Source: an optimization exercise on an open RTL-to-GDS flow (aim: small area, a short achievable clock period and few clock cycles). Production flows keep margins and buffers that such runs may drop.
Where RTL was checked, it was by simulation tests only, not by an equivalence proof against the original.
Function not checked in runs 1, 2 and 5: the RTL went through the layout flow alone.

==> flow/design.v, too long to show whole: its modules and the start of the top module <==
// module uhre_fxu: 585 lines
// module fxu_rdmux: 19 lines
// module fxu_lane_b: 464 lines
// module fxu_lane_a: 530 lines
// module fxu_fadd: 180 lines
module uhre_fxu (
    input  wire        clk,
    input  wire        rst,         
    input  wire        cmd_valid,
    input  wire [15:0] cmd_word,
    output wire        cmd_ready,
    output reg         done,
    input  wire        wr_en,
    input  wire [4:0]  wr_addr,
    input  wire [15:0] wr_data,
    input  wire [4:0]  rd_addr,
    output reg  [15:0] rd_data
);
  // ...
==> flow/flow/run.sh <==
#!/bin/bash
set -euo pipefail
export SETUP_SLACK_MARGIN=6.3
bash standard.sh > make.log 2>&1
==> flow/standard.sh <==
#!/bin/bash
# synth_recipe.tcl (not shown) runs the flow's synth.tcl, then flattens the netlist and writes it again
# the make line also repeats each setting of config.mk as NAME=value (left out here)
make -C /OpenROAD-flow-scripts/flow DESIGN_CONFIG=/design/flow/config.mk WORK_HOME=/design/flow/orfs CLKGATE_MAP_FILE= SYNTH_SCRIPT=/design/flow/synth_recipe.tcl "${@:-finish}"
==> flow/config.mk <==
export PLATFORM = sky130hd
export DESIGN_NAME = uhre_fxu
export DESIGN_NICKNAME = uhre_fxu
export VERILOG_FILES = /design/flow/design.v
export SDC_FILE = /design/flow/constraint.sdc
export NUM_CORES = 8
export LEC_CHECK = 0
export ABC_AREA = 1
export CAP_MARGIN = 20
export CORE_MARGIN = 2
export CORE_UTILIZATION = 42
export PLACE_DENSITY = 0.6
export SLEW_MARGIN = 20
==> flow/constraint.sdc <==
create_clock -name core_clock -period 14.0 [get_ports {clk}]
set_input_delay 2.8000 -clock core_clock [delete_from_list [all_inputs] [get_ports {clk}]]
set_output_delay 2.8000 -clock core_clock [all_outputs]
set_load 0.01 [all_outputs]
==> results.tsv, run 1 <==
metric	value	unit
fin crit period	7.96	ns
Post-Synth XOR/XNOR Area	0.0580	
initial antenna violation count	25	
vias	77000	
leading post-synthesis cells by cell area	edfxtp_1 20%, nand2_1 11%, fa_1 9.2%	
#FFs+latches synth	632	
FF-to-FF End	rf[97]$_DFFE_PP_	
setup TNS	0	ns
slowest cell on the critical path	clkdlybuf4s50_1	
crit-path max cell delay	0.58	ns
clock transition at the registers of the reported paths	0.06	ns
FF-to-FF path depth	34	
bufs w/o clock	540	
die area	168000	um^2
share of the yosys chip area belonging to registers	0.248	
Async S/R FF share, synth	0	
top_reg_cell synth	edfxtp_1	
Crit path depth	8	
Mean Syn Cell Area	7.13	um^2
register fraction of the total cell area	0.213	
Hold Path Stages	2	
CP arrival	5.16	ns
antenna violation net count after detailed routing	0	
status	no timing/DRC/antenna violations	
layout cells sized above 1	0.113	
largest cell class by area	multi-input combinational cells	
Rows	149	
clock root buffer	clkbuf_16	
critical path type	in2out	
RSZ-0062 raised after global routing	true	
==> run 2, diff against run 1 <==
--- a/flow/config.mk
+++ b/flow/config.mk
@@ -10,4 +10,4 @@
 export CORE_MARGIN = 2
-export CORE_UTILIZATION = 42
-export PLACE_DENSITY = 0.6
+export CORE_UTILIZATION = 50
+export PLACE_DENSITY = 0.66
 export SLEW_MARGIN = 20
==> run 2 against run 1 <==
  * Die area is 16% lower
  * Critical path depth is 13 higher
  * Utilization is 8.3 points higher
  * Wire length is 5.1% lower
  * Clock skew is 0.0068 ns lower
==> results.tsv, run 2 <==
metric	value	unit	change
Async S/R FF share, synth	0		unchanged
Worst Hold Class	reg2reg		unchanged
reg2reg setup slack	6.32	ns	was 6.40 ns
port bufs	63		unchanged
top cells by instance count after synthesis	2029 x nand2_1, 1343 x inv_1, 803 x o21ai_0		unchanged
synth unique cells	72		unchanged
synth warn	1		unchanged
DR vias/cell	6.59		was 6.34
CP Max Fanout	34		was 21
# setup viols final	0		unchanged
initial antenna violation count	16		was 25
Fin. Hold Viols	0		unchanged
global-route wire length before repair	504000	um	was 527000 um
max-slew violations	0		unchanged
global-route usage over all layers	0.496		was 0.438
critical path type	in2reg		was in2out
fin crit share	0.558		was 0.568
setup TNS	0	ns	unchanged
most frequent cells in the layout	1980 x nand2_1, 1284 x inv_1, 727 x o21ai_0		was 1964 x nand2_1, 1287 x inv_1, 744 x o21ai_0
Hold Path Origin	fn_q[0]$_DFF_P_		unchanged
die area	142000	um^2	was 168000 um^2
clock transition at the registers of the reported paths	0.06	ns	about the same
crit path launch type	input port		unchanged
chip height	376	um	was 410 um
max reg flops	192		unchanged
biggest regs	ee: 192 flops, rf: 128 flops		unchanged
WL/cell	31.2	um	was 31.6 um
fin crit period	7.81	ns	was 7.96 ns
share of the yosys chip area belonging to registers	0.248		unchanged
mapped cell area	69300	um^2	unchanged
DR iter-0 viols	13500		was 12100
actual slew at the worst max-slew pin	1.30	ns	was 1.24 ns
H-tree depth	3		unchanged
Area growth syn-to-layout	13.7	%	was 16.3%
CP required	14.37	ns	was 11.20 ns
Cells after Synth	9721		unchanged
Mean Syn Cell Area	7.13	um^2	unchanged
RSZ-0062 raised after global routing	true		unchanged
Num CTS Buffers	78		was 82
DR pass1 iterations	8		was 9
core box area	137000	um^2	was 164000 um^2
number of flops mapped to enable cells by yosys	451		unchanged
final worst setup slack	6.19	ns	was 6.04 ns
antenna violation net count after detailed routing	0		unchanged
clock latency (worst-skew pair)	0.74	ns	was 0.75 ns
MaxCap Viol Count	0		unchanged
nets	10500		was 10600
RD Place Congestion	1.12		was 1.09
status	no timing/DRC/antenna violations		unchanged
Yosys top cell area share	0.195		unchanged
Post-route DRC	0		unchanged
top_reg_cell synth	edfxtp_1		unchanged
Reg2Reg Launch Point	xb[14]$_DFFE_PP_		was xa[13]$_DFFE_PN_
largest net degree at the start of global routing	92		was 85
CTS tree	yes		unchanged
Crit. End Element	flip-flop		was primary output
CP arrival	8.18	ns	was 5.16 ns
max_slew headroom	0.129		was 0.165
CTS sink count	632		unchanged
most common cell in the netlist	nand2_1		unchanged
DP Worst Slack	3.79	ns	was 3.95 ns
clock skew	0.0642	ns	was 0.0710 ns
Synth area leader	edfxtp_1		unchanged
commonest non-fill, non-tap cell in the layout	nand2_1		unchanged
#FFs+latches synth	632		unchanged
syn nets	10400		unchanged
Initial Util	0.504		was 0.421
vias in the first global route	69500		was 70300
GRT overflow	0		unchanged
dpl hpwl	271000	um	was 285000 um
max frequency	128	MHz	was 126 MHz
vias	76900		was 77000
Rows	136		was 149
leading post-synthesis cells by cell area	edfxtp_1 20%, nand2_1 11%, fa_1 9.2%		unchanged
io pins	64		unchanged
CP startpoint	cmd_word[14]		was rd_addr[3]
clock root buffer	clkbuf_16		unchanged
Clock Path Buffers	3		unchanged
layout cells sized above 1	0.101		was 0.113
Routed WL	365000	um	was 384000 um
die width	376	um	was 410 um
Top reg by flops	ee		unchanged
[run 2: cell types whose count changed in the layout (fill, tap and decap cells not counted), sizes merged, moves of 2 or more]
| cell | before | now |
|---|---|---|
| buf | 467 | 407 |
| inv | 1362 | 1348 |
| clkdlybuf4s50 | 43 | 36 |
| diode | 17 | 10 |
| dlygate4sd2 | 7 | 12 |
| clkbuf | 104 | 108 |
| clkinvlp | 53 | 57 |
| nand3 | 556 | 560 |
| bufbuf | 10 | 7 |
| dlymetal6s2s | 5 | 8 |
| clkinv | 64 | 62 |
[run 2: worst paths after layout]
| path | end | depth (start not counted) |
|---|---|---|
| max | xb[4]$_DFFE_PP_ | 21 |
| min | fn_q[0]$_DFF_P_ | 2 |
| max reg2reg | ee[36]$_DFFE_PP_ | 29 |
| min reg2reg | fn_q[0]$_DFF_P_ | 2 |
[run 2: metrics by stage]
step                      utilization  instance area (um^2)  cells  hold WS, ns
after floorplan                     -                 69300   9721        0.426
after global placement          0.521                 71600  11300        0.453
after detailed placement        0.521                 71600  11300        0.448
after CTS                       0.559                 76800  11600        0.463
after global routing            0.573                 78700  11700        0.497
final                           0.573                 78800  11700        0.468
[run 2: area by class of cell]
cell class	count	area, um^2
flip-flops and latches	632	17200
clock buffers	100	2120
diodes	10	25.0
clock inverters	46	626
well taps	1794	2240
inverters	1428	5630
fillers	13000	58700
multi-input cells	7187	46300
repair inverters	3	22.5
repair buffers	478	4580
[run 2: what timing repair did]
| item | 4_1_cts | 5_1_grt |
|---|---|---|
| gates resized for setup | 301 | 260 |
| endpoints found under the setup margin | 414 | 375 |
| hold buffers | 0 | 0 |
| gates cloned | 11 | 10 |
| pin swaps | 23 | 37 |
| setup buffers | 139 | 103 |
[run 2: kinds of logic after synthesis]
| group | synth area share |
|---|---|
| simple gates | 0.206 |
| compound gates | 0.223 |
| buf+inv | 0.107 |
| fa+ha+maj | 0.157 |
| flops | 0.248 |
| xor+xnor | 0.0580 |
| mux | 0.000451 |
[run 2: routing by layer]
| layer | vias to the layer above | track usage | wire [um] |
|---|---|---|---|
| met2 | 6314 | 0.696 | 143000 |
| met1 | 36000 | 0.633 | 130000 |
| met3 | 1460 | 0.156 | 54200 |
| li1 | 33100 | - | - |
| met4 | 12 | 0.375 | 36600 |
| met5 | - | 0.000686 | 190 |
[run 2: worst max-delay path, cell delays in order]
cell	delay [ns]
dlygate4sd2_1	0.35
or2_1	0.31
nor2_2	0.13
nand2_1	0.23
nor2_2	0.14
buf_4	0.38
inv_4	0.31
nand2_1	0.13
a21boi_1	0.13
nor2_2	0.21
nand2_4	0.13
nor2_2	0.41
inv_2	0.28
nand4_4	0.16
buf_4	0.40
inv_1	0.29
buf_4	0.29
o211ai_1	0.12
a21oi_1	0.10
o21ai_1	0.52
nand2_1	0.27
==> module uhre_fxu, before the edit <==
module uhre_fxu (
    input  wire        clk,
    input  wire        rst,         
    input  wire        cmd_valid,
    input  wire [15:0] cmd_word,
    output wire        cmd_ready,
    output reg         done,
    input  wire        wr_en,
    input  wire [4:0]  wr_addr,
    input  wire [15:0] wr_data,
    input  wire [4:0]  rd_addr,
    output reg  [15:0] rd_data
);
    localparam [4:0] OP_NOP    = 5'd0,  OP_FADD  = 5'd1,  OP_FSUB  = 5'd2,
                     OP_FMUL   = 5'd3,  OP_FDIV  = 5'd4,  OP_AADD  = 5'd5,
                     OP_FSIN   = 5'd6,  OP_FCOS  = 5'd7,  OP_ITOF  = 5'd8,
                     OP_FTOI   = 5'd9,  OP_MID   = 5'd10, OP_MROT  = 5'd11,
                     OP_MTRANS = 5'd12, OP_MSCALE= 5'd13, OP_XFORM = 5'd14,
                     OP_PROJ   = 5'd15;
    localparam [2:0] CL_FMUL = 3'd0, CL_PROJ = 3'd1, CL_XFORM = 3'd2, CL_MSCALE = 3'd3,
                     CL_MROT = 3'd4, CL_MTRANS = 3'd5, CL_FDIV = 3'd6;
    function [8:0] quarter_lo(input [5:0] i);
        case (i)
            6'd0: quarter_lo = 9'd0;
            6'd1: quarter_lo = 9'd6;
            6'd2: quarter_lo = 9'd13;
            6'd3: quarter_lo = 9'd19;
            6'd4: quarter_lo = 9'd25;
            6'd5: quarter_lo = 9'd31;
            6'd6: quarter_lo = 9'd38;
            6'd7: quarter_lo = 9'd44;
            6'd8: quarter_lo = 9'd50;
            6'd9: quarter_lo = 9'd56;
            6'd10: quarter_lo = 9'd62;
            6'd11: quarter_lo = 9'd68;
            6'd12: quarter_lo = 9'd74;
            6'd13: quarter_lo = 9'd80;
            6'd14: quarter_lo = 9'd86;
            6'd15: quarter_lo = 9'd92;
            6'd16: quarter_lo = 9'd98;
            6'd17: quarter_lo = 9'd104;
            6'd18: quarter_lo = 9'd109;
            6'd19: quarter_lo = 9'd115;
            6'd20: quarter_lo = 9'd121;
            6'd21: quarter_lo = 9'd126;
            6'd22: quarter_lo = 9'd132;
            6'd23: quarter_lo = 9'd137;
            6'd24: quarter_lo = 9'd142;
            6'd25: quarter_lo = 9'd147;
            6'd26: quarter_lo = 9'd152;
            6'd27: quarter_lo = 9'd157;
            6'd28: quarter_lo = 9'd162;
            6'd29: quarter_lo = 9'd167;
            6'd30: quarter_lo = 9'd172;
            6'd31: quarter_lo = 9'd177;
            6'd32: quarter_lo = 9'd181;
            6'd33: quarter_lo = 9'd185;
            6'd34: quarter_lo = 9'd190;
            6'd35: quarter_lo = 9'd194;
            6'd36: quarter_lo = 9'd198;
            6'd37: quarter_lo = 9'd202;
            6'd38: quarter_lo = 9'd206;
            6'd39: quarter_lo = 9'd209;
            6'd40: quarter_lo = 9'd213;
            6'd41: quarter_lo = 9'd216;
            6'd42: quarter_lo = 9'd220;
            6'd43: quarter_lo = 9'd223;
            6'd44: quarter_lo = 9'd226;
            6'd45: quarter_lo = 9'd229;
            6'd46: quarter_lo = 9'd231;
            6'd47: quarter_lo = 9'd234;
            6'd48: quarter_lo = 9'd237;
            6'd49: quarter_lo = 9'd239;
            6'd50: quarter_lo = 9'd241;
            6'd51: quarter_lo = 9'd243;
            6'd52: quarter_lo = 9'd245;
            6'd53: quarter_lo = 9'd247;
            6'd54: quarter_lo = 9'd248;
            6'd55: quarter_lo = 9'd250;
            6'd56: quarter_lo = 9'd251;
            6'd57: quarter_lo = 9'd252;
            6'd58: quarter_lo = 9'd253;
            6'd59: quarter_lo = 9'd254;
            6'd60: quarter_lo = 9'd255;
            6'd61: quarter_lo = 9'd255;
            6'd62: quarter_lo = 9'd256;
            6'd63: quarter_lo = 9'd256;
            default: quarter_lo = 9'd0;
        endcase
    endfunction
    function [8:0] quarter_hi(input [5:0] i);
        case (i)
            6'd0: quarter_hi = 9'd256;
            6'd1: quarter_hi = 9'd256;
            6'd2: quarter_hi = 9'd256;
            6'd3: quarter_hi = 9'd255;
            6'd4: quarter_hi = 9'd255;
            6'd5: quarter_hi = 9'd254;
            6'd6: quarter_hi = 9'd253;
            6'd7: quarter_hi = 9'd252;
            6'd8: quarter_hi = 9'd251;
            6'd9: quarter_hi = 9'd250;
            6'd10: quarter_hi = 9'd248;
            6'd11: quarter_hi = 9'd247;
            6'd12: quarter_hi = 9'd245;
            6'd13: quarter_hi = 9'd243;
            6'd14: quarter_hi = 9'd241;
            6'd15: quarter_hi = 9'd239;
            6'd16: quarter_hi = 9'd237;
            6'd17: quarter_hi = 9'd234;
            6'd18: quarter_hi = 9'd231;
            6'd19: quarter_hi = 9'd229;
            6'd20: quarter_hi = 9'd226;
            6'd21: quarter_hi = 9'd223;
            6'd22: quarter_hi = 9'd220;
            6'd23: quarter_hi = 9'd216;
            6'd24: quarter_hi = 9'd213;
            6'd25: quarter_hi = 9'd209;
            6'd26: quarter_hi = 9'd206;
            6'd27: quarter_hi = 9'd202;
            6'd28: quarter_hi = 9'd198;
            6'd29: quarter_hi = 9'd194;
            6'd30: quarter_hi = 9'd190;
            6'd31: quarter_hi = 9'd185;
            6'd32: quarter_hi = 9'd181;
            6'd33: quarter_hi = 9'd177;
            6'd34: quarter_hi = 9'd172;
            6'd35: quarter_hi = 9'd167;
            6'd36: quarter_hi = 9'd162;
            6'd37: quarter_hi = 9'd157;
            6'd38: quarter_hi = 9'd152;
            6'd39: quarter_hi = 9'd147;
            6'd40: quarter_hi = 9'd142;
            6'd41: quarter_hi = 9'd137;
            6'd42: quarter_hi = 9'd132;
            6'd43: quarter_hi = 9'd126;
            6'd44: quarter_hi = 9'd121;
            6'd45: quarter_hi = 9'd115;
            6'd46: quarter_hi = 9'd109;
            6'd47: quarter_hi = 9'd104;
            6'd48: quarter_hi = 9'd98;
            6'd49: quarter_hi = 9'd92;
            6'd50: quarter_hi = 9'd86;
            6'd51: quarter_hi = 9'd80;
            6'd52: quarter_hi = 9'd74;
            6'd53: quarter_hi = 9'd68;
            6'd54: quarter_hi = 9'd62;
            6'd55: quarter_hi = 9'd56;
            6'd56: quarter_hi = 9'd50;
            6'd57: quarter_hi = 9'd44;
            6'd58: quarter_hi = 9'd38;
            6'd59: quarter_hi = 9'd31;
            6'd60: quarter_hi = 9'd25;
            6'd61: quarter_hi = 9'd19;
            6'd62: quarter_hi = 9'd13;
            6'd63: quarter_hi = 9'd6;
            default: quarter_hi = 9'd0;
        endcase
    endfunction
    function legal(input [15:0] w);
        begin
            case (w[15:11])
                OP_NOP, OP_MID:                      legal = (w[10:0] == 11'd0);
                OP_FADD, OP_FSUB, OP_FMUL, OP_FDIV,
                OP_AADD:                             legal = (w[1:0] == 2'd0);
                OP_FSIN, OP_FCOS, OP_ITOF, OP_FTOI,
                OP_XFORM, OP_PROJ:                   legal = (w[4:0] == 5'd0);
                OP_MROT:                             legal = (w[10:8] == 3'd0) && (w[4:2] == 3'd0)
                                                             && (w[1:0] != 2'd3);
                OP_MTRANS, OP_MSCALE:                legal = (w[10:8] == 3'd0) && (w[4:0] == 5'd0);
                default:                             legal = 1'b0;
            endcase
        end
    endfunction
    function [4:0] blen(input [15:0] v);
        integer b;
        begin
            blen = 5'd0;
            for (b = 0; b < 16; b = b + 1)
                if (v[b]) blen = b + 1;
        end
    endfunction
    function [3:0] el_idx(input [1:0] row, input [1:0] col);
        el_idx = (col == 2'd3) ? 4'd9 + {2'd0, row} : {row, 1'b0} + {2'd0, row} + {2'd0, col};
    endfunction
    function [1:0] el_row(input [3:0] e);
        case (e)
            4'd0, 4'd1, 4'd2, 4'd9:  el_row = 2'd0;
            4'd3, 4'd4, 4'd5, 4'd10: el_row = 2'd1;
            default:                 el_row = 2'd2;
        endcase
    endfunction
    function [1:0] rot_row(input [1:0] axis, input sel_q);
        case (axis)
            2'd0:    rot_row = sel_q ? 2'd2 : 2'd1;
            2'd1:    rot_row = sel_q ? 2'd2 : 2'd0;
            default: rot_row = sel_q ? 2'd1 : 2'd0;
        endcase
    endfunction
    function [7:0] msc_pair(input [2:0] k);
        case (k)
            3'd0:    msc_pair = {4'd3,  4'd0};
            3'd1:    msc_pair = {4'd4,  4'd1};
            3'd2:    msc_pair = {4'd5,  4'd6};
            3'd3:    msc_pair = {4'd10, 4'd7};
            3'd4:    msc_pair = {4'd2,  4'd8};
            default: msc_pair = {4'd9,  4'd11};
        endcase
    endfunction
    function [23:0] benc(input [15:0] y, input negate);
        integer i;
        reg b0, b1, b2;
        begin
            for (i = 0; i < 8; i = i + 1) begin
                b0 = (i == 0) ? 1'b0 : y[2*i-1];
                b1 = y[2*i];
                b2 = y[2*i+1];
                benc[i]      = b1 ^ b0;
                benc[8 + i]  = (b2 & ~b1 & ~b0) | (~b2 & b1 & b0);
                benc[16 + i] = b2 ^ negate;
            end
        end
    endfunction
    reg [127:0] rf;           
    reg [191:0] ee;           
    reg [15:0]  psx, psy, cx, cy;
    reg         flag_ov, flag_dz, flag_ill;
    reg        busy;
    reg [2:0]  cls;
    reg [3:0]  step;
    reg [2:0]  rd_q, rs1_q;
    reg [1:0]  fn_q;
    reg [15:0] xa, xb;
    reg [23:0] ya, yb;            
    reg [15:0] v0, v1, v2;        
    reg [33:0] za, zb;            
    reg        pnn_a, pnn_b;      
    reg        c_zx, c_rnd8a, c_rnd16a, c_rnd8b, c_rnd16b;
    reg        c_wp, c_ws, c_wdiv, c_ova, c_ovb, c_wea, c_web, c_mt, c_last;
    reg [2:0]  c_tp, c_ts, c_pidx;
    reg [3:0]  c_eia, c_eib;
    reg [1:0]  c_rowa;
    reg        d_neg;
    wire [15:0] d_r  = zb[15:0];
    wire [17:0] d_d3 = zb[33:16];
    wire [31:0] d_nq = za[31:0];
    wire [15:0] d_d  = xb;
    assign cmd_ready = ~busy;
    wire [4:0] w_op  = cmd_word[15:11];
    wire [2:0] w_rd  = cmd_word[10:8];
    wire [2:0] w_rs1 = cmd_word[7:5];
    wire [2:0] w_rs2 = cmd_word[4:2];
    wire [1:0] w_fn  = cmd_word[1:0];
    wire       w_legal = legal(cmd_word);
    wire       accept  = ~busy & cmd_valid;
    wire       acc_ok  = accept & w_legal;
    wire       hw      = ~busy & wr_en;           
    wire [2:0]  pa_idx = busy ? c_pidx : w_rs1;
    wire [15:0] pa     = rf[16*pa_idx +: 16];
    wire        w_pc   = (w_op == OP_PROJ) || (w_op == OP_MTRANS);
    wire [2:0]  pb_idx = w_pc ? w_rs1 + 3'd1 : w_rs2;
    wire [15:0] pb     = rf[16*pb_idx +: 16];
    wire [15:0] pc     = pb;
    wire [8:0]  q_lo  = quarter_lo(pa[5:0]);
    wire [8:0]  q_hi  = quarter_hi(pa[5:0]);
    wire [8:0]  s_mag = pa[6] ? q_hi : q_lo;
    wire [8:0]  c_mag = pa[6] ? q_lo : q_hi;
    wire        s_neg = pa[7];
    wire        c_neg = pa[7] ^ pa[6];
    wire [15:0] sin_v = s_neg ? 16'd0 - {7'd0, s_mag} : {7'd0, s_mag};
    wire [15:0] cos_v = c_neg ? 16'd0 - {7'd0, c_mag} : {7'd0, c_mag};
    wire        sp_neg = s_neg ^ (w_fn == 2'd1);      
    wire [16:0] add_s  = {pa[15], pa} + {pb[15], pb};
    wire [16:0] sub_s  = {pa[15], pa} - {pb[15], pb};
    wire [7:0]  ang_s  = pa[7:0] + pb[7:0];
    wire [16:0] ftoi_s = {pa[15], pa} + 17'd127 + {16'd0, ~pa[15]};
    wire        itof_ov = !((pa[15:7] == 9'h000) || (pa[15:7] == 9'h1FF));
    reg [15:0] alu_v;
    reg        alu_ov;
    always @(*) begin
        alu_v  = 16'd0;
        alu_ov = 1'b0;
        case (w_op)
            OP_FADD: begin alu_v = add_s[15:0]; alu_ov = add_s[16] ^ add_s[15]; end
            OP_FSUB: begin alu_v = sub_s[15:0]; alu_ov = sub_s[16] ^ sub_s[15]; end
            OP_AADD: alu_v = {8'd0, ang_s};
            OP_FSIN: alu_v = sin_v;
            OP_FCOS: alu_v = cos_v;
            OP_ITOF: begin alu_v = {pa[7:0], 8'd0}; alu_ov = itof_ov; end
            OP_FTOI: alu_v = {{8{ftoi_s[16]}}, ftoi_s[15:8]};
            default: alu_v = pa[15] ? 16'h8000 : 16'h7FFF;    
        endcase
    end
    wire [15:0] mt_t  = ~busy ? ee[16*9 +: 16] : ee[16*11 +: 16];
    wire [16:0] mt_s  = {mt_t[15], mt_t} + {pa[15], pa};
    wire        mt_ov = mt_s[16] ^ mt_s[15];
    wire [16:0] mt1_s = {ee[16*10+15], ee[16*10 +: 16]} + {pc[15], pc};
    wire        mt1_ov = mt1_s[16] ^ mt1_s[15];
    wire [33:0] b_s, b_c, a_s, a_c;
    fxu_lane_b u_lane_b (.x(xb), .one(yb[7:0]), .two(yb[15:8]), .neg(yb[23:16]), .z(zb),
                         .k7(c_rnd8b | c_rnd16b), .k15(c_rnd16b), .cin0(c_rnd16b & pnn_b),
                         .s(b_s), .c(b_c));
    fxu_lane_a u_lane_a (.x(xa), .one(ya[7:0]), .two(ya[15:8]), .neg(ya[23:16]), .z(za),
                         .zx(zb & {34{c_zx}}),
                         .k7(c_rnd8a | c_rnd16a), .k15(c_rnd16a), .cin0(c_rnd16a & pnn_a),
                         .s(a_s), .c(a_c));
    wire [33:0] sum_a, sum_b;
    fxu_fadd u_fadd_a (.s(a_s), .c(a_c), .rnd8(c_rnd8a), .sum(sum_a));
    fxu_fadd u_fadd_b (.s(b_s), .c(b_c), .rnd8(c_rnd8b), .sum(sum_b));
    wire [25:0] h_a   = sum_a[33:8];
    wire [25:0] h_b   = sum_b[33:8];
    wire        ova   = !((h_a[25:15] == 11'h000) || (h_a[25:15] == 11'h7FF));
    wire        ovb   = !((h_b[25:15] == 11'h000) || (h_b[25:15] == 11'h7FF));
    wire [15:0] cla   = (h_a[25:18] == 8'h00 || h_a[25:18] == 8'hFF) ? h_a[23:8] :
                        (h_a[25] ? 16'hFC00 : 16'h03FF);
    wire [15:0] clb   = (h_b[25:18] == 8'h00 || h_b[25:18] == 8'hFF) ? h_b[23:8] :
                        (h_b[25] ? 16'hFC00 : 16'h03FF);
    function [17:0] r4step(input [15:0] r, input [1:0] nb, input [15:0] d, input [17:0] d3);
        reg [17:0] t;
        reg [18:0] e1, e2, e3;
        begin
            t  = {r, nb};
            e1 = {1'b0, t} - {3'b0, d};
            e2 = {1'b0, t} - {2'b0, d, 1'b0};
            e3 = {1'b0, t} - {1'b0, d3};
            if (!e3[18])      r4step = {2'd3, e3[15:0]};
            else if (!e2[18]) r4step = {2'd2, e2[15:0]};
            else if (!e1[18]) r4step = {2'd1, e1[15:0]};
            else              r4step = {2'd0, t[15:0]};
        end
    endfunction
    wire [17:0] dst1 = r4step(d_r, d_nq[31:30], d_d, d_d3);
    wire [15:0] d_r2  = div_first ? d_init[47:32] : dst1[15:0];
    wire [1:0]  d_nb2 = div_first ? d_init[31:30] : d_nq[29:28];
    wire [17:0] d_d32 = div_first ? d_3d : d_d3;
    wire [17:0] dst2 = r4step(d_r2, d_nb2, d_d, d_d32);
    wire [24:0] d_q    = {d_nq[22:0], dst1[17:16]};
    wire [25:0] d_res  = ({2'b0, d_q[24:1]} ^ {26{d_neg}}) + {25'd0, d_q[0] ^ d_neg};
    wire        d_ov   = !((d_res[25:15] == 11'h000) || (d_res[25:15] == 11'h7FF));
    wire [15:0] abs_pa = pa[15] ? 16'd0 - pa : pa;
    wire [15:0] abs_pb = pb[15] ? 16'd0 - pb : pb;
    wire [4:0]  d_la   = blen(za[15:0]);
    wire [4:0]  d_lb   = blen(xb);
    wire [5:0]  d_gsum = {1'b0, d_lb} + 6'd22 - {1'b0, d_la};
    wire [2:0]  d_gh   = (d_gsum[5:2] > 4'd7) ? 3'd7 : d_gsum[4:2];      
    wire [47:0] d_init = {16'd0, 7'd0, za[15:0], 9'd0} << {d_gh, 2'b00};
    wire [17:0] d_3d   = {2'b0, xb} + {1'b0, xb, 1'b0};
    reg       w_multi;
    reg [2:0] w_cls;
    always @(*) begin
        w_multi = 1'b0;
        w_cls   = CL_FMUL;
        if (w_legal) begin
            case (w_op)
                OP_FMUL:   begin w_multi = 1'b1; w_cls = CL_FMUL;   end
                OP_PROJ:   begin w_multi = 1'b1; w_cls = CL_PROJ;   end
                OP_XFORM:  begin w_multi = 1'b1; w_cls = CL_XFORM;  end
                OP_MSCALE: begin w_multi = 1'b1; w_cls = CL_MSCALE; end
                OP_MROT:   begin w_multi = 1'b1; w_cls = CL_MROT;   end
                OP_MTRANS: begin w_multi = 1'b1; w_cls = CL_MTRANS; end
                OP_FDIV:   begin w_multi = (pb != 16'd0); w_cls = CL_FDIV; end
                default: ;
            endcase
        end
    end
    wire div_acc   = ~busy & (w_op == OP_FDIV);
    wire div_first = busy & (cls == CL_FDIV) & (step == 4'd1);
    wire div_iter  = busy & (cls == CL_FDIV) & (step != 4'd1);
    wire [2:0] ld_cls  = busy ? cls : w_cls;
    wire [3:0] ld_step = busy ? step + 4'd1 : 4'd1;
    wire [1:0] ld_fn   = busy ? fn_q : w_fn;
    wire [2:0] ld_rd   = busy ? rd_q : w_rd;
    wire [2:0] ld_rs1  = busy ? rs1_q : w_rs1;
    wire [1:0] ld_col  = ld_step[2:1] - {1'b0, ~ld_step[0]};    
    reg        n_zx, n_rnd8a, n_rnd16a, n_rnd8b, n_rnd16b;
    reg        n_wp, n_ws, n_wdiv, n_ova, n_ovb, n_wea, n_web, n_mt, n_last;
    reg [2:0]  n_tp, n_pidx;
    reg [3:0]  n_eia, n_eib;
    reg        n_za_t0, n_za_t2, n_za_acc, n_za_c, n_zb_t1, n_zb_acc, n_zb_c;
    reg [3:0]  ia, ib;           
    always @(*) begin
        n_zx = 1'b0; n_rnd8a = 1'b0; n_rnd16a = 1'b0; n_rnd8b = 1'b0; n_rnd16b = 1'b0;
        n_wp = 1'b0; n_ws = 1'b0; n_wdiv = 1'b0; n_ova = 1'b0; n_ovb = 1'b0;
        n_wea = 1'b0; n_web = 1'b0; n_mt = 1'b0; n_last = 1'b0;
        n_tp = ld_rd; n_pidx = ld_rs1; n_eia = 4'd0; n_eib = 4'd0;
        n_za_t0 = 1'b0; n_za_t2 = 1'b0; n_za_acc = 1'b0; n_za_c = 1'b0;
        n_zb_t1 = 1'b0; n_zb_acc = 1'b0; n_zb_c = 1'b0;
        ia = 4'd0; ib = 4'd0;
        case (ld_cls)
            CL_FMUL: begin
                n_rnd8a = 1'b1; n_wp = 1'b1; n_ova = 1'b1; n_last = 1'b1;
            end
            CL_PROJ: begin
                n_za_c = 1'b1; n_zb_c = 1'b1; n_rnd16a = 1'b1; n_rnd16b = 1'b1;
                n_wp = 1'b1; n_ws = 1'b1; n_last = 1'b1;
            end
            CL_XFORM: begin
                n_pidx = ld_rs1 + ld_step[2:0];
                case (ld_step)
                    4'd1: begin n_za_t0 = 1'b1; n_zb_t1 = 1'b1; ia = 4'd0; ib = 4'd3; end
                    4'd2: begin n_za_acc = 1'b1; n_zb_acc = 1'b1; ia = 4'd1; ib = 4'd4; end
                    4'd3: begin n_za_acc = 1'b1; n_zb_acc = 1'b1; n_rnd8a = 1'b1; n_rnd8b = 1'b1;
                                n_wp = 1'b1; n_ws = 1'b1; n_ova = 1'b1; n_ovb = 1'b1;
                                ia = 4'd2; ib = 4'd5; end
                    4'd4: begin n_za_t2 = 1'b1; ia = 4'd6; ib = 4'd7; end
                    default: begin
                                n_za_acc = 1'b1; n_zb_acc = 1'b1; n_zx = 1'b1; n_rnd8a = 1'b1;
                                n_wp = 1'b1; n_tp = ld_rd + 3'd2; n_ova = 1'b1; n_last = 1'b1;
                                ia = 4'd8; end
                endcase
            end
            CL_MSCALE: begin
                n_rnd8a = 1'b1; n_rnd8b = 1'b1; n_wea = 1'b1; n_web = 1'b1;
                n_ova = 1'b1; n_ovb = 1'b1;
                n_last = (ld_step == 4'd6);
                {ia, ib} = msc_pair(ld_step[2:0] - 3'd1);
                n_eia = ia; n_eib = ib;
            end
            CL_MROT: begin
                n_last = (ld_step == 4'd8);
                ia = el_idx(rot_row(ld_fn, ~ld_step[0]), ld_col);
                ib = ia;
                if (~ld_step[0]) begin
                    n_za_acc = 1'b1; n_zb_acc = 1'b1; n_rnd8a = 1'b1; n_rnd8b = 1'b1;
                    n_wea = 1'b1; n_web = 1'b1; n_ova = 1'b1; n_ovb = 1'b1;
                    n_eia = el_idx(rot_row(ld_fn, 1'b0), ld_col);
                    n_eib = el_idx(rot_row(ld_fn, 1'b1), ld_col);
                end
            end
            CL_MTRANS: begin
                n_mt = 1'b1; n_eia = 4'd11; n_pidx = ld_rs1 + 3'd2; n_last = 1'b1;
            end
            default: begin   
                if (div_first ? (d_gh == 3'd7) : (ld_step == 4'd9)) begin
                    n_wp = 1'b1; n_wdiv = 1'b1; n_ova = 1'b1; n_last = 1'b1;
                end
            end
        endcase
    end
    wire        do_wp   = busy ? c_wp : (acc_ok && (w_op == OP_FADD || w_op == OP_FSUB ||
                          w_op == OP_AADD || w_op == OP_FSIN || w_op == OP_FCOS ||
                          w_op == OP_ITOF || w_op == OP_FTOI ||
                          w_op == OP_FDIV));    
    wire [2:0]  tp      = busy ? c_tp : w_rd;
    wire [2:0]  ts      = c_ts;
    wire        do_ws   = busy & c_ws;
    wire        bs_alu  = ~busy & ~hw;
    wire        bs_div  = busy & c_wdiv;
    wire        bs_a8   = busy & ~c_wdiv & ~c_rnd16a;
    wire        bs_a16  = busy & ~c_wdiv & c_rnd16a;
    wire        bs_b8   = busy & ~c_rnd16b;
    wire        bs_b16  = busy & c_rnd16b;
    wire [15:0] bus_pa  = ({16{bs_div}} & d_res[15:0]) | ({16{bs_a8}} & h_a[15:0]) |
                          ({16{bs_a16}} & cla);
    wire [15:0] bus_pb  = ({16{bs_b8}} & h_b[15:0]) | ({16{bs_b16}} & clb);
    wire [15:0] bus_re  = ({16{hw}} & wr_data) | ({16{bs_alu}} & alu_v) |
                          (tp[0] ? bus_pb : bus_pa);
    wire [15:0] bus_ro  = ({16{hw}} & wr_data) | ({16{bs_alu}} & alu_v) |
                          (tp[0] ? bus_pa : bus_pb);
    wire        mid     = acc_ok & (w_op == OP_MID);
    wire        mt0     = acc_ok & (w_op == OP_MTRANS);
    wire        mt_we   = mt0 | (busy & c_mt);
    wire [15:0] bus_e0  = hw ? wr_data : mt_we ? mt_s[15:0] : (c_rowa == 2'd0) ? h_a[15:0] : h_b[15:0];
    wire [15:0] bus_e1  = hw ? wr_data : mt0 ? mt1_s[15:0] : (c_rowa == 2'd1) ? h_a[15:0] : h_b[15:0];
    wire [15:0] bus_e2  = hw ? wr_data : mt_we ? mt_s[15:0] : (c_rowa == 2'd2) ? h_a[15:0] : h_b[15:0];
    wire        ov_set  = busy ? ((c_ova & (c_wdiv ? d_ov : ova)) | (c_ovb & ovb) | (c_mt & mt_ov))
                               : (acc_ok & ((w_op == OP_MTRANS) ? (mt_ov | mt1_ov) : alu_ov));
    genvar gi;
    generate
        for (gi = 0; gi < 8; gi = gi + 1) begin : g_rf
            wire we = rst | (hw & (wr_addr == gi)) | (do_wp & (tp == gi)) | (do_ws & (ts == gi));
            always @(posedge clk)
                if (we) rf[16*gi +: 16] <= rst ? 16'd0 : ((gi % 2) ? bus_ro : bus_re);
        end
        for (gi = 0; gi < 12; gi = gi + 1) begin : g_ee
            localparam integer ROW = (gi < 9) ? gi / 3 : gi - 9;
            wire we = rst | mid | (hw & (wr_addr == gi + 8)) |
                      (busy & c_wea & (c_eia == gi)) | (busy & c_web & (c_eib == gi)) |
                      (mt0 & (gi == 9 || gi == 10)) | (busy & c_mt & (c_eia == gi));
            wire [15:0] init = (gi == 0 || gi == 4 || gi == 8) ? 16'h0100 : 16'h0000;
            always @(posedge clk)
                if (we) ee[16*gi +: 16] <= (rst | mid) ? init :
                                           (ROW == 0) ? bus_e0 : (ROW == 1) ? bus_e1 : bus_e2;
        end
    endgenerate
    always @(posedge clk) begin
        if (rst) begin
            psx <= 16'h0100; psy <= 16'h0100; cx <= 16'd0; cy <= 16'd0;
        end else if (hw) begin
            if (wr_addr == 5'd20) psx <= wr_data;
            if (wr_addr == 5'd21) psy <= wr_data;
            if (wr_addr == 5'd22) cx  <= wr_data;
            if (wr_addr == 5'd23) cy  <= wr_data;
        end
    end
    always @(posedge clk) begin
        if (rst) begin
            flag_ov <= 1'b0; flag_dz <= 1'b0; flag_ill <= 1'b0;
        end else if (hw && wr_addr == 5'd24) begin
            {flag_ill, flag_dz, flag_ov} <= wr_data[2:0];
        end else begin
            if (ov_set) flag_ov <= 1'b1;
            if (acc_ok && w_op == OP_FDIV && pb == 16'd0) flag_dz <= 1'b1;
            if (accept && !w_legal) flag_ill <= 1'b1;
        end
    end
    always @(posedge clk) begin
        if (rst) begin
            busy <= 1'b0;
            done <= 1'b0;
        end else if (busy) begin
            done <= c_last;
            busy <= ~c_last;
        end else begin
            done <= accept & ~w_multi;
            busy <= accept & w_multi;
        end
    end
    always @(posedge clk) begin
        step <= div_first ? {1'b0, d_gh} + 4'd2 : ld_step;
        if (~busy) begin
            cls   <= w_cls;
            rd_q  <= w_rd;
            rs1_q <= w_rs1;
            fn_q  <= w_fn;
        end
        c_zx <= n_zx;
        c_rnd8a <= n_rnd8a; c_rnd16a <= n_rnd16a; c_rnd8b <= n_rnd8b; c_rnd16b <= n_rnd16b;
        c_wp <= n_wp; c_ws <= n_ws; c_wdiv <= n_wdiv; c_ova <= n_ova; c_ovb <= n_ovb;
        c_wea <= n_wea; c_web <= n_web; c_mt <= n_mt; c_last <= n_last;
        c_tp <= n_tp; c_ts <= ld_rd + 3'd1; c_pidx <= n_pidx;
        c_eia <= n_eia; c_eib <= n_eib; c_rowa <= el_row(n_eia);
        za <= ({34{n_za_t0}}  & {{10{ee[16*9+15]}},  ee[16*9  +: 16], 8'd0}) |
              ({34{n_za_t2}}  & {{10{ee[16*11+15]}}, ee[16*11 +: 16], 8'd0}) |
              ({34{n_za_acc}} & sum_a) | ({34{n_za_c}} & {{2{cx[15]}}, cx, 16'd0}) |
              ({34{div_acc}}  & {18'd0, abs_pa}) |
              ({34{div_first}} & {2'd0, d_init[29:0], dst2[17:16]}) |
              ({34{div_iter}} & {2'd0, d_nq[27:0], dst1[17:16], dst2[17:16]});
        zb <= ({34{n_zb_t1}}  & {{10{ee[16*10+15]}}, ee[16*10 +: 16], 8'd0}) |
              ({34{n_zb_acc}} & sum_b) | ({34{n_zb_c}} & {{2{cy[15]}}, cy, 16'd0}) |
              ({34{div_first}} & {d_3d, dst2[15:0]}) |
              ({34{div_iter}} & {d_d3, dst2[15:0]});
    end
    wire [15:0] ea = ee[16*ia +: 16];
    wire [15:0] eb = ee[16*ib +: 16];
    always @(posedge clk) begin
        if (~busy) begin
            case (w_op)
                OP_FMUL:   begin xa <= pb;  ya <= benc(pa, 1'b0); end
                OP_FDIV:   xb <= abs_pb;
                OP_PROJ:   begin xa <= psx; xb <= psy; ya <= benc(pa, 1'b0); yb <= benc(pc, 1'b0); end
                OP_MROT:   begin xa <= ea;  xb <= eb;
                                 ya <= benc(cos_v, 1'b0); yb <= benc({7'd0, s_mag}, sp_neg); end
                default:   begin xa <= ea;  xb <= eb;  ya <= benc(pa, 1'b0); yb <= benc(pa, 1'b0); end
            endcase
            v0 <= pa;
            pnn_a <= ~(psx[15] ^ pa[15]) | (psx == 16'd0) | (pa == 16'd0);
            pnn_b <= ~(psy[15] ^ pc[15]) | (psy == 16'd0) | (pc == 16'd0);
        end else begin
            xa <= ea;
            if (cls != CL_FDIV) xb <= eb;
            case (cls)
                CL_MROT: begin
                    ya <= step[0] ? {~yb[23:16], yb[15:0]} : yb;
                    yb <= step[0] ? ya : {~ya[23:16], ya[15:0]};
                end
                CL_XFORM: begin
                    case (step)
                        4'd1: begin ya <= benc(pa, 1'b0); yb <= benc(pa, 1'b0); v1 <= pa; end
                        4'd2: begin ya <= benc(pa, 1'b0); yb <= benc(pa, 1'b0); v2 <= pa; end
                        4'd3: begin ya <= benc(v0, 1'b0); yb <= benc(v1, 1'b0); end
                        default: begin ya <= benc(v2, 1'b0); end
                    endcase
                end
                default: ;
            endcase
        end
    end
    always @(posedge clk)
        if (~busy) d_neg <= pa[15] ^ pb[15];
    wire [15:0] rd_mux;
    fxu_rdmux u_rdmux (.a(rd_addr), .rf(rf), .ee(ee), .psx(psx), .psy(psy), .cx(cx), .cy(cy),
                       .st({flag_ill, flag_dz, flag_ov}), .d(rd_mux));
    always @(*) rd_data = rd_mux;
endmodule
==> run 3, diff against run 2 <==
--- a/flow/design.v
+++ b/flow/design.v
@@ -234,3 +234,3 @@
     reg [23:0] ya, yb;            
-    reg [15:0] v0, v1, v2;        
+    reg [15:0] v0;                
     reg [33:0] za, zb;            
@@ -397,3 +397,3 @@
             CL_XFORM: begin
-                n_pidx = ld_rs1 + ld_step[2:0];
+                n_pidx = ld_rs1 + ((ld_step == 4'd3) ? 3'd1 : ld_step[2:0]);
                 case (ld_step)
@@ -404,3 +404,3 @@
                                 ia = 4'd2; ib = 4'd5; end
-                    4'd4: begin n_za_t2 = 1'b1; ia = 4'd6; ib = 4'd7; end
+                    4'd4: begin n_za_t2 = 1'b1; ia = 4'd8; ib = 4'd7; end
                     default: begin
@@ -408,3 +408,3 @@
                                 n_wp = 1'b1; n_tp = ld_rd + 3'd2; n_ova = 1'b1; n_last = 1'b1;
-                                ia = 4'd8; end
+                                ia = 4'd6; end
                 endcase
@@ -568,6 +568,5 @@
                     case (step)
-                        4'd1: begin ya <= benc(pa, 1'b0); yb <= benc(pa, 1'b0); v1 <= pa; end
-                        4'd2: begin ya <= benc(pa, 1'b0); yb <= benc(pa, 1'b0); v2 <= pa; end
-                        4'd3: begin ya <= benc(v0, 1'b0); yb <= benc(v1, 1'b0); end
-                        default: begin ya <= benc(v2, 1'b0); end
+                        4'd1, 4'd2: begin ya <= benc(pa, 1'b0); yb <= benc(pa, 1'b0); end
+                        4'd3: yb <= benc(pa, 1'b0);
+                        default: ya <= benc(v0, 1'b0);
                     endcase
--- a/flow/config.mk
+++ b/flow/config.mk
@@ -10,4 +10,4 @@
 export CORE_MARGIN = 2
-export CORE_UTILIZATION = 50
-export PLACE_DENSITY = 0.66
+export CORE_UTILIZATION = 42
+export PLACE_DENSITY = 0.6
 export SLEW_MARGIN = 20
==> run 3 against run 2 <==
  * First-iteration DRC count shrank 17%
  * Critical path depth shrank 11
  * Setup slack lost 0.18 ns
  * Utilization shrank 7.9 points
  * Still clean
  * Final cell count grew 3.0%
==> results.tsv, run 3 <==
metric	value	unit	change
WL/cell	32.0	um	was 31.2 um
crit-path max cell delay	0.84	ns	was 0.52 ns
Area growth syn-to-layout	16.4	%	was 13.7%
mapped cell area	68200	um^2	was 69300 um^2
Worst Path Buf+Inv	5		was 7
Hold Path Stages	2		unchanged
vias	76300		was 76900
die area	166000	um^2	was 142000 um^2
Synth area leader	edfxtp_1		unchanged
most frequent cells in the layout	1986 x nand2_1, 1253 x inv_1, 713 x o21ai_0		was 1980 x nand2_1, 1284 x inv_1, 727 x o21ai_0
Simple-Gate Fraction of Synth Area	0.221		was 0.206
met3 WL	48000	um	was 54200 um
Num CTS Buffers	77		was 78
CTS tree	yes		unchanged
FF-to-FF End	ee[50]$_DFFE_PP_		was ee[36]$_DFFE_PP_
Hold EP	rs1_q[0]$_DFF_P_		was fn_q[0]$_DFF_P_
nets	10500		about the same
setup TNS	0	ns	unchanged
global-route usage over all layers	0.449		was 0.496
CP arrival	5.19	ns	was 8.18 ns
CP Max Fanout	8		was 34
fin crit period	7.99	ns	was 7.81 ns
CP delay by family, top	compound AO/OA/AOI/OAI gates		was buffers and inverters
max_slew headroom	0.121		was 0.129
Routed WL	386000	um	was 365000 um
top cells by instance count after synthesis	2052 x nand2_1, 1320 x inv_1, 766 x o21ai_0		was 2029 x nand2_1, 1343 x inv_1, 803 x o21ai_0
CTS sink count	600		was 632
critical path type	in2out		was in2reg
port bufs	63		unchanged
Initial Util	0.424		was 0.504
most frequent CP cell	buf_16		was nor2_2
Layout Utilization	0.493		was 0.573
DR iter-0 viols	11300		was 13500
largest net degree at the start of global routing	100		was 92
Hold Path Origin	rs1_q[0]$_DFF_P_		was fn_q[0]$_DFF_P_
Post-Synth XOR/XNOR Area	0.0603		was 0.0580
Synth Area in Compound Gates	0.212		was 0.223
actual slew at the worst max-slew pin	1.32	ns	was 1.30 ns
synth unique cells	78		was 72
vias in the first global route	69500		about the same
layout cells sized above 1	0.117		was 0.101
Cells after Synth	9639		was 9721
max frequency	125	MHz	was 128 MHz
Layout fillers	16200		was 13000
RD Place Congestion	1.08		was 1.12
largest family of logic cells by synthesized area	simple AND/OR/NAND/NOR gates		was compound AO/OA/AOI/OAI gates
Cell Chain, Critical Path	buf_16 > inv_16 > buf_16 > buf_12 > o21ai_2 > o22ai_1 > o211ai_1 > o21ai_1 > a32o_2 > buf_6		was dlygate4sd2_1 > or2_1 > nor2_2 > nand2_1 > nor2_2 > buf_4 > inv_4 > nand2_1 > a21boi_1 > nor2_2 > nand2_4 > nor2_2 > inv_2 > nand4_4 > buf_4 > inv_1 > buf_4 > o211ai_1 > a21oi_1 > o21ai_1 > nand2_1
met1 WL	144000	um	was 130000 um
Adder-Cell Fraction of Synth Area	0.161		was 0.157
Reg2Reg Launch Point	za[14]$_DFF_P_		was xb[14]$_DFFE_PP_
biggest regs	ee: 192 flops, rf: 128 flops		unchanged
Rows	147		was 136
max-slew violations	0		unchanged
slowest cell on the critical path	o211ai_1		was o21ai_1
Yosys top cell area share	0.184		was 0.195
CP required	11.20	ns	was 14.37 ns
fin crit share	0.571		was 0.558
DR pass1 iterations	7		was 8
H-tree depth	3		unchanged
core box area	161000	um^2	was 137000 um^2
global-route wire length before repair	525000	um	was 504000 um
io pins	64		unchanged
highest routed layer	met5		unchanged
most common cell in the netlist	nand2_1		unchanged
clock root buffer	clkbuf_16		unchanged
max reg flops	192		unchanged
Post-route DRC	0		unchanged
GRT overflow	0		unchanged
DR vias/cell	6.34		was 6.59
final design area excluding fillers	79400	um^2	was 78800 um^2
clock transition at the registers of the reported paths	0.06	ns	about the same
Storage cell area	16200	um^2	was 17200 um^2
leading post-synthesis cells by cell area	edfxtp_1 18%, nand2_1 11%, fa_1 9.3%		was edfxtp_1 20%, nand2_1 11%, fa_1 9.2%
post-cts hold buffer count	0		unchanged
Crit. End Element	primary output		was flip-flop
Mean Syn Cell Area	7.08	um^2	was 7.13 um^2
reg2reg setup slack	6.39	ns	was 6.32 ns
# setup viols final	0		unchanged
Async S/R FF share, synth	0		unchanged
Multi-input gate area	46800	um^2	was 46300 um^2
Top reg by flops	ee		unchanged
clock latency (worst-skew pair)	0.73	ns	was 0.74 ns
crit path launch type	input port		unchanged
Clock Path Buffers	3		unchanged
die width	407	um	was 376 um
syn nets	10400		about the same
Fin. Hold Viols	0		unchanged
clock skew	0.0581	ns	was 0.0642 ns
synth warn	1		unchanged
initial antenna violation count	29		was 16
top_reg_cell synth	edfxtp_1		unchanged
dpl hpwl	286000	um	was 271000 um
placed inst area	71000	um^2	was 71600 um^2
Worst Hold Class	reg2reg		unchanged
MaxCap Viol Count	0		unchanged
FF-to-FF path depth	26		was 29
status	no timing/DRC/antenna violations		unchanged
WL met2	157000	um	was 143000 um
antenna violation net count after detailed routing	0		unchanged
chip height	407	um	was 376 um
post-synthesis mux area share	0.000459		was 0.000451
number of flops mapped to enable cells by yosys	419		was 451
RSZ-0062 raised after global routing	true		unchanged
share of the yosys chip area belonging to registers	0.238		was 0.248
commonest non-fill, non-tap cell in the layout	nand2_1		unchanged
#FFs+latches synth	600		was 632
## run 3: changes by cell type in the layout (fill, tap and decap cells not counted), moves of 12 or more
cell	change
o21ai_0	-14
nand3_1	+74
nand2_2	+25
buf_4	+28
edfxtp_1	-32
o211ai_1	-62
o22ai_1	-14
o21ai_1	-52
a21oi_1	-33
buf_6	+12
clkinv_1	-18
inv_1	-31
## run 3: logic make-up (layout without fill, tap and decap cells)
family,after synthesis,count (layout)
AO/OA/AOI/OAI,2434,2434
XOR/XNOR,469,469
adder cells (fa/ha/maj),689,689
buffers and inverters,1850,2066
flip-flops,600,600
multiplexers,3,3
other,0,9
AND/OR/NAND/NOR,3594,3604
## run 3: timing repair
item                       4_1_cts  5_1_grt
cloned                          19       15
setup buffers                  180      113
pin swaps                       28       64
gates resized for setup        326      335
setup endpoints to repair      399      379
## run 3: layout make-up
type	count	area share
Inverter	1382	0.0699
Timing Repair inverter	6	0.000536
Multi-Input combinational cell	7199	0.590
Clock buffer	101	0.0258
Antenna cell	9	0.000284
Clock inverter	42	0.00772
Timing Repair Buffer	535	0.0677
Sequential cell	600	0.204
Tap cell	2160	0.0340
## run 3: per-stage QoR
step           hold slack, ns  setup slack (ns)  instances
2_1_floorplan           0.435              6.89       9639
3_3_place_gp            0.453              4.15      11600
3_5_place_dp            0.473              4.04      11600
4_1_cts                 0.485              6.13      11900
5_1_grt                 0.505              6.21      12000
6_report                0.485              6.01      12000
## run 3: layer usage
layer	vias to the layer above	GRT usage
li1	32900	-
met1	36400	0.578
met2	5662	0.649
met3	1282	0.106
met4	20	0.343
met5	-	0
## run 3: how the worst max path moves through the flow
stage	from	to	slack, ns	cells after the start
3_5_place_dp	cmd_word[12]	rf[59]$_DFFE_PP_	4.04	33
6_report	rd_addr[0]	rd_data[3]	6.01	10
4_1_cts	rd_addr[0]	rd_data[3]	6.13	10
2_1_floorplan	cmd_word[15]	rf[123]$_DFFE_PP_	6.89	36
5_1_grt	cmd_word[5]	rf[44]$_DFFE_PP_	6.21	24
3_3_place_gp	cmd_word[12]	rf[123]$_DFFE_PP_	4.15	33
## run 3: worst min-delay path: stages, from the launching register on
cell,delay (ns)
dfxtp_1,0.31
a21oi_1,0.07
inv_1,0.07
Testbench counts of run 3, summed over its fixed seeds: cycles 10,997.
==> run 4, diff against run 3 <==
==> flow/flow/run.sh (replaced) <==
#!/bin/bash
set -euo pipefail
export SETUP_SLACK_MARGIN=6.3
export BUFFER_PORTS_ARGS="-buffer_cell sky130_fd_sc_hd__buf_4"
bash standard.sh > make.log 2>&1
==> run 4 against run 3 <==
  * Utilization fell by 1.4 points
  * Still clean
  * Register-to-register slack improved by 0.09 ns
  * Sequential cell count did not move
  * Critical path depth is 2 lower
  * Fmax is 1.6% higher
  * Die area stayed put
  * Global-route usage increased by 0.52 points
==> results.tsv, run 4 <==
metric	value	unit	change
Async S/R FF share, synth	0		unchanged
core box area	161000	um^2	unchanged
CTS sink count	600		unchanged
Cells after Synth	9639		unchanged
critical path type	in2out		unchanged
Finished Layout Cells	11900		was 12000
mapped cell area	68200	um^2	unchanged
max-slew violations	0		unchanged
final design area excluding fillers	77200	um^2	was 79400 um^2
Worst Hold Class	reg2reg		unchanged
Initial Util	0.424		unchanged
clock root buffer	clkbuf_16		unchanged
share of the yosys chip area belonging to registers	0.238		unchanged
Hold Path Origin	cx[5]$_SDFFE_PP0P_		was rs1_q[0]$_DFF_P_
actual slew at the worst max-slew pin	1.20	ns	was 1.32 ns
Hold Path Stages	2		unchanged
max reg flops	192		unchanged
global-route wire length before repair	529000	um	was 525000 um
FF-to-FF End	rf[115]$_DFFE_PP_		was ee[50]$_DFFE_PP_
Rows	147		unchanged
Num CTS Buffers	76		was 77
#FFs+latches synth	600		unchanged
Routed WL	389000	um	was 386000 um
max frequency	127	MHz	was 125 MHz
FF-to-FF path depth	26		unchanged
antenna violation net count after detailed routing	0		unchanged
CP arrival	5.07	ns	was 5.19 ns
synth unique cells	78		unchanged
max_slew headroom	0.197		was 0.121
fin crit share	0.562		was 0.571
DR pass1 iterations	7		unchanged
Clock Path Buffers	3		unchanged
Reg2Reg Launch Point	zb[14]$_DFF_P_		was za[14]$_DFF_P_
nets	10400		was 10500
RSZ-0062 raised after global routing	true		unchanged
most frequent cells in the layout	2013 x nand2_1, 1261 x inv_1, 721 x o21ai_0		was 1986 x nand2_1, 1253 x inv_1, 713 x o21ai_0
H-tree depth	3		unchanged
Fin. Hold Viols	0		unchanged
final worst setup slack	6.13	ns	was 6.01 ns
Area growth syn-to-layout	13.2	%	was 16.4%
layout cells sized above 1	0.102		was 0.117
die area	166000	um^2	unchanged
reg2reg setup slack	6.48	ns	was 6.39 ns
MaxCap Viol Count	0		unchanged
chip height	407	um	unchanged
clock skew	0.0565	ns	was 0.0581 ns
vias in the first global route	68700		was 69500
placed inst area	70900	um^2	was 71000 um^2
Layout Utilization	0.480		was 0.493
Synth area leader	edfxtp_1		unchanged
DR iter-0 viols	11000		was 11300
clock transition at the registers of the reported paths	0.06	ns	about the same
status	no timing/DRC/antenna violations		unchanged
setup TNS	0	ns	unchanged
port bufs	63		unchanged
DP Worst Slack	4.23	ns	was 4.04 ns
Hold EP	cx[5]$_SDFFE_PP0P_		was rs1_q[0]$_DFF_P_
post-cts hold buffer count	0		unchanged
placed instance count	11600		about the same
Mean Syn Cell Area	7.08	um^2	unchanged
GRT overflow	0		unchanged
Top reg by flops	ee		unchanged
most common cell in the netlist	nand2_1		unchanged
Post-route DRC	0		unchanged
CP required	11.20	ns	about the same
number of flops mapped to enable cells by yosys	419		unchanged
leading post-synthesis cells by cell area	edfxtp_1 18%, nand2_1 11%, fa_1 9.3%		unchanged
DR vias/cell	6.33		was 6.34
Yosys top cell area share	0.184		unchanged
fin crit period	7.87	ns	was 7.99 ns
largest net degree at the start of global routing	88		was 100
initial antenna violation count	39		was 29
die width	407	um	unchanged
io pins	64		unchanged
worst hold slack	0.487	ns	was 0.485 ns
Crit. End Element	primary output		unchanged
crit path launch type	input port		unchanged
CP Max Fanout	30		was 8
synth warn	1		unchanged
vias	75400		was 76300
top_reg_cell synth	edfxtp_1		unchanged
biggest regs	ee: 192 flops, rf: 128 flops		unchanged
global-route usage over all layers	0.454		was 0.449
syn nets	10400		unchanged
dpl hpwl	296000	um	was 286000 um
CTS tree	yes		unchanged
top cells by instance count after synthesis	2052 x nand2_1, 1320 x inv_1, 766 x o21ai_0		unchanged
clock latency (worst-skew pair)	0.74	ns	was 0.73 ns
WL/cell	32.7	um	was 32.0 um
# setup viols final	0		unchanged
RD Place Congestion	1.09		was 1.08
commonest non-fill, non-tap cell in the layout	nand2_1		unchanged
-- run 4: cell counts after synthesis --
No cell type changed its count.
-- run 4: layout make-up --
cell class                      count  area (um^2)
Timing Repair inverter              5         53.8
Fill cell                       16400        83700
Tap cell                         2160         2700
Antenna cell                       14         35.0
Sequential cell                   600        16200
Timing Repair Buffer              430         4060
Inverter                         1382         5460
Clock inverter                     43          400
Multi-Input combinational cell   7190        46200
Clock buffer                       97         2060
-- run 4: routing by layer --
metal  GRT usage  part of all wire
met1       0.583              0.38
met2       0.659              0.41
met3       0.114              0.12
met4       0.334             0.091
met5           0           0.00052
-- run 4: how the worst max path moves through the flow --
stage               startpoint           endpoint  slack [ns]  depth (start not counted)
2_1_floorplan     cmd_word[15]  rf[123]$_DFFE_PP_        6.89                         36
3_3_place_gp   xb[2]$_DFFE_PP_      za[1]$_DFF_P_        4.32                         39
3_5_place_dp      cmd_word[15]   rf[39]$_DFFE_PP_        4.23                         32
4_1_cts             rd_addr[0]         rd_data[3]        6.29                          8
5_1_grt           cmd_word[15]   rf[90]$_DFFE_PP_        6.21                         34
6_report            rd_addr[0]         rd_data[3]        6.13                          8
-- run 4: repair_timing --
item                                    in CTS  in global routing
pin swaps                                   16                 29
endpoints found under the setup margin     385                351
gates cloned                                12                  8
resized for setup                          240                216
setup buffers                              119                 63
-- run 4: logic make-up after synthesis --
group	Yosys count	share of synthesized area
XOR/XNOR	469	0.0603
adder cells (fa/ha/maj)	689	0.161
flip-flops	600	0.238
AO/OA/AOI/OAI	2434	0.212
buffers and inverters	1850	0.107
AND/OR/NAND/NOR	3594	0.221
multiplexers	3	0.000459
-- run 4: critical path, stage by stage --
cell and delay (ns):
buf_16 0.19, inv_16 0.11, o21ai_1 0.15, o22ai_1 0.08, o211ai_1 0.91, o21ai_1 0.23
a32o_2 0.37, buf_4 0.19
==> run 5, diff against run 4 <==
--- a/flow/design.v
+++ b/flow/design.v
@@ -259,6 +259,5 @@
     wire [15:0] pa     = rf[16*pa_idx +: 16];
-    wire        w_pc   = (w_op == OP_PROJ) || (w_op == OP_MTRANS);
-    wire [2:0]  pb_idx = w_pc ? w_rs1 + 3'd1 : w_rs2;
-    wire [15:0] pb     = rf[16*pb_idx +: 16];
-    wire [15:0] pc     = pb;
+    wire [15:0] pb     = rf[16*w_rs2 +: 16];
+    wire [2:0]  pc_idx = w_rs1 + 3'd1;
+    wire [15:0] pc     = rf[16*pc_idx +: 16];         
     wire [8:0]  q_lo  = quarter_lo(pa[5:0]);
==> run 5 against run 4 <==
  * Critical path type unchanged
  * Die area is 2.1% higher
  * Synthesized area rose by 2.1%
  * Sequential share of layout area is 0.48 points lower
  * Final cell count is 3.5% higher
  * Still clean
==> results.tsv, run 5 <==
metric	value	unit	change
critical path type	in2out		unchanged
Top reg by flops	ee		unchanged
top_reg_cell synth	edfxtp_1		unchanged
antenna violation net count after detailed routing	0		unchanged
actual slew at the worst max-slew pin	1.31	ns	was 1.20 ns
most frequent cells in the layout	1990 x nand2_1, 1358 x inv_1, 827 x o21ai_0		was 2013 x nand2_1, 1261 x inv_1, 721 x o21ai_0
core box area	165000	um^2	was 161000 um^2
commonest non-fill, non-tap cell in the layout	nand2_1		unchanged
vias in the first global route	71900		was 68700
Area growth syn-to-layout	13.4	%	was 13.2%
leading post-synthesis cells by cell area	edfxtp_1 18%, nand2_1 11%, fa_1 9.1%		was edfxtp_1 18%, nand2_1 11%, fa_1 9.3%
Layout fillers	16700		was 16400
CP Max Fanout	18		was 30
io pins	64		unchanged
status	no timing/DRC/antenna violations		unchanged
die area	169000	um^2	was 166000 um^2
most common cell in the netlist	nand2_1		unchanged
CTS tree	yes		unchanged
DR pass1 iterations	9		was 7
clock root buffer	clkbuf_16		unchanged
WL/cell	32.3	um	was 32.7 um
largest net degree at the start of global routing	102		was 88
clock transition at the registers of the reported paths	0.06	ns	about the same
max reg flops	192		unchanged
post-cts hold buffer count	0		unchanged
synth unique cells	80		was 78
initial antenna violation count	25		was 39
Num CTS Buffers	79		was 76
Crit. End Element	primary output		unchanged
top cells by instance count after synthesis	2055 x nand2_1, 1423 x inv_1, 877 x o21ai_0		was 2052 x nand2_1, 1320 x inv_1, 766 x o21ai_0
final design area excluding fillers	79000	um^2	was 77200 um^2
Mean Syn Cell Area	6.95	um^2	was 7.08 um^2
Worst Hold Class	reg2reg		unchanged
final worst setup slack	6.15	ns	was 6.13 ns
H-tree depth	3		unchanged
fin crit period	7.85	ns	was 7.87 ns
DP Worst Slack	4.54	ns	was 4.23 ns
Routed WL	399000	um	was 389000 um
Rows	149		was 147
share of the yosys chip area belonging to registers	0.233		was 0.238
CTS sink count	600		unchanged
GRT overflow	0		unchanged
synth warn	1		unchanged
Async S/R FF share, synth	0		unchanged
nets	10800		was 10400
Hold Path Origin	rs1_q[0]$_DFF_P_		was cx[5]$_SDFFE_PP0P_
number of flops mapped to enable cells by yosys	419		unchanged
MaxCap Viol Count	0		unchanged
placed inst area	72300	um^2	was 70900 um^2
mapped cell area	69700	um^2	was 68200 um^2
Initial Util	0.423		was 0.424
max frequency	127	MHz	about the same
Storage cell area	16200	um^2	about the same
global-route wire length before repair	545000	um	was 529000 um
chip height	411	um	was 407 um
Clock Path Buffers	3		unchanged
Fin. Hold Viols	0		unchanged
Reg2Reg Launch Point	step[0]$_DFF_P_		was zb[14]$_DFF_P_
RD Place Congestion	1.08		was 1.09
syn nets	10700		was 10400
clock skew	0.0446	ns	was 0.0565 ns
global-route usage over all layers	0.453		was 0.454
worst hold slack	0.479	ns	was 0.487 ns
die width	411	um	was 407 um
DR vias/cell	6.37		was 6.33
# setup viols final	0		unchanged
CP required	11.20	ns	about the same
vias	78500		was 75400
port bufs	63		unchanged
max_slew headroom	0.124		was 0.197
Yosys top cell area share	0.181		was 0.184
Cells after Synth	10000		was 9639
Post-route DRC	0		unchanged
max-slew violations	0		unchanged
reg2reg setup slack	6.37	ns	was 6.48 ns
CP startpoint	rd_addr[3]		was rd_addr[0]
#FFs+latches synth	600		unchanged
dpl hpwl	297000	um	was 296000 um
clock latency (worst-skew pair)	0.73	ns	was 0.74 ns
Multi-input gate area	47200	um^2	was 46200 um^2
Synth area leader	edfxtp_1		unchanged
fin crit share	0.561		was 0.562
layout cells sized above 1	0.107		was 0.102
DR iter-0 viols	12200		was 11000
CP arrival	5.05	ns	was 5.07 ns
setup TNS	0	ns	unchanged
crit path launch type	input port		unchanged
RSZ-0062 raised after global routing	true		unchanged
biggest regs	ee: 192 flops, rf: 128 flops		unchanged
-- run 5: changes by cell type after synthesis, moves of 51 or more --
cell / before / now
nand3_1: 622 / 673
a21oi_1: 666 / 831
nand4_1: 63 / 130
inv_1: 1320 / 1423
o21ai_0: 766 / 877
o211ai_1: 285 / 184
nor2_1: 628 / 570
-- run 5: cell families after synthesis --
family,after synthesis,synth area share
fa+ha+maj,679,0.156
buf+inv,2013,0.113
flops,600,0.233
simple gates,3654,0.224
compound gates,2628,0.218
xor+xnor,447,0.0565
mux,3,0.000449
-- run 5: repair_timing --
action	in CTS	in global routing
setup buffers	112	94
gates cloned	5	14
resized for setup	237	256
pin swaps	12	38
setup endpoints to repair	417	382
-- run 5: per-layer routing --
metal / track usage / wire, um / vias to the layer above / part of all wire
met3: 0.119 / 51700 / 1412 / 0.13
met2: 0.655 / 162000 / 6000 / 0.41
met1: 0.580 / 148000 / 37200 / 0.37
met4: 0.330 / 37400 / 20 / 0.094
met5: 0.000283 / 117 / - / 0.00029
li1: - / - / 33900 / -
-- run 5: through the flow --
| stage | cells | util |
|---|---|---|
| floorplan | 10000 | - |
| global placement | 11900 | 0.439 |
| detailed placement | 11900 | 0.439 |
| CTS | 12200 | 0.466 |
| global route | 12300 | 0.479 |
| finish | 12300 | 0.479 |
-- run 5: critical path: stages --
cell and delay (ns):
buf_4 0.33, inv_1 0.18, buf_4 0.32, nor2_2 0.27, buf_4 0.35, nand2_1 0.11
nand3_1 0.11, a32o_1 0.33, buf_4 0.21
-- run 5: final cells by class --
cell class / count / area share
Antenna cell: 16 / 0.000507
Clock inverter: 47 / 0.00737
Inverter: 1509 / 0.0750
Tap cell: 2189 / 0.0347
Clock buffer: 98 / 0.0265
Timing Repair Buffer: 451 / 0.0527
Multi-Input combinational cell: 7421 / 0.598
Timing Repair inverter: 3 / 0.000301
Sequential cell: 600 / 0.205
-- run 5: worst paths after layout --
| kind | endpoint | cells after the start |
|---|---|---|
| min | rs1_q[0]$_DFF_P_ | 2 |
| max | rd_data[10] | 9 |
| min reg2reg | rs1_q[0]$_DFF_P_ | 2 |
| max reg2reg | xa[7]$_DFFE_PN_ | 23 |

what the ideal ports hide:
No port has a modelled driver above. Below, the same layouts with a new extraction and two added sets of constraints. Step 1 sets driving cells, clkbuf_16 on the clock port and buf_2 on the other inputs (assumed; they add their load-dependent delay and slew). Step 2 also shifts input and output timing later by t, the mid clock arrival at the registers, as if the neighbouring blocks saw the same clock. a / b / c = ideal / step 1 / step 2; a / b = the first two.
| run | shift t [ns] | slack for setup (ns) | worst hold slack (ns) | worst register clock-pin slew, ns |
|---|---|---|---|---|
| run 1 | 0.812 | 6.042 / 6.013 / 5.610 | 0.483 / 0.483 / 0.483 | 0.07 / 0.07 |
| run 2 | 0.801 | 6.188 / 6.033 / 5.462 | 0.468 / 0.468 / 0.468 | 0.08 / 0.08 |
| run 3 | 0.792 | 6.010 / 5.789 / 5.593 | 0.485 / 0.485 / 0.485 | 0.07 / 0.07 |
| run 4 | 0.790 | 6.134 / 5.912 / 5.591 | 0.487 / 0.487 / 0.487 | 0.07 / 0.07 |
| run 5 | 0.796 | 6.146 / 6.120 / 5.623 | 0.479 / 0.479 / 0.479 | 0.07 / 0.07 |
After both steps setup and hold are still met in every run listed. The setup slack of run 2, which loses most, moves by -0.155 ns with the drivers and by -0.726 ns with both steps.
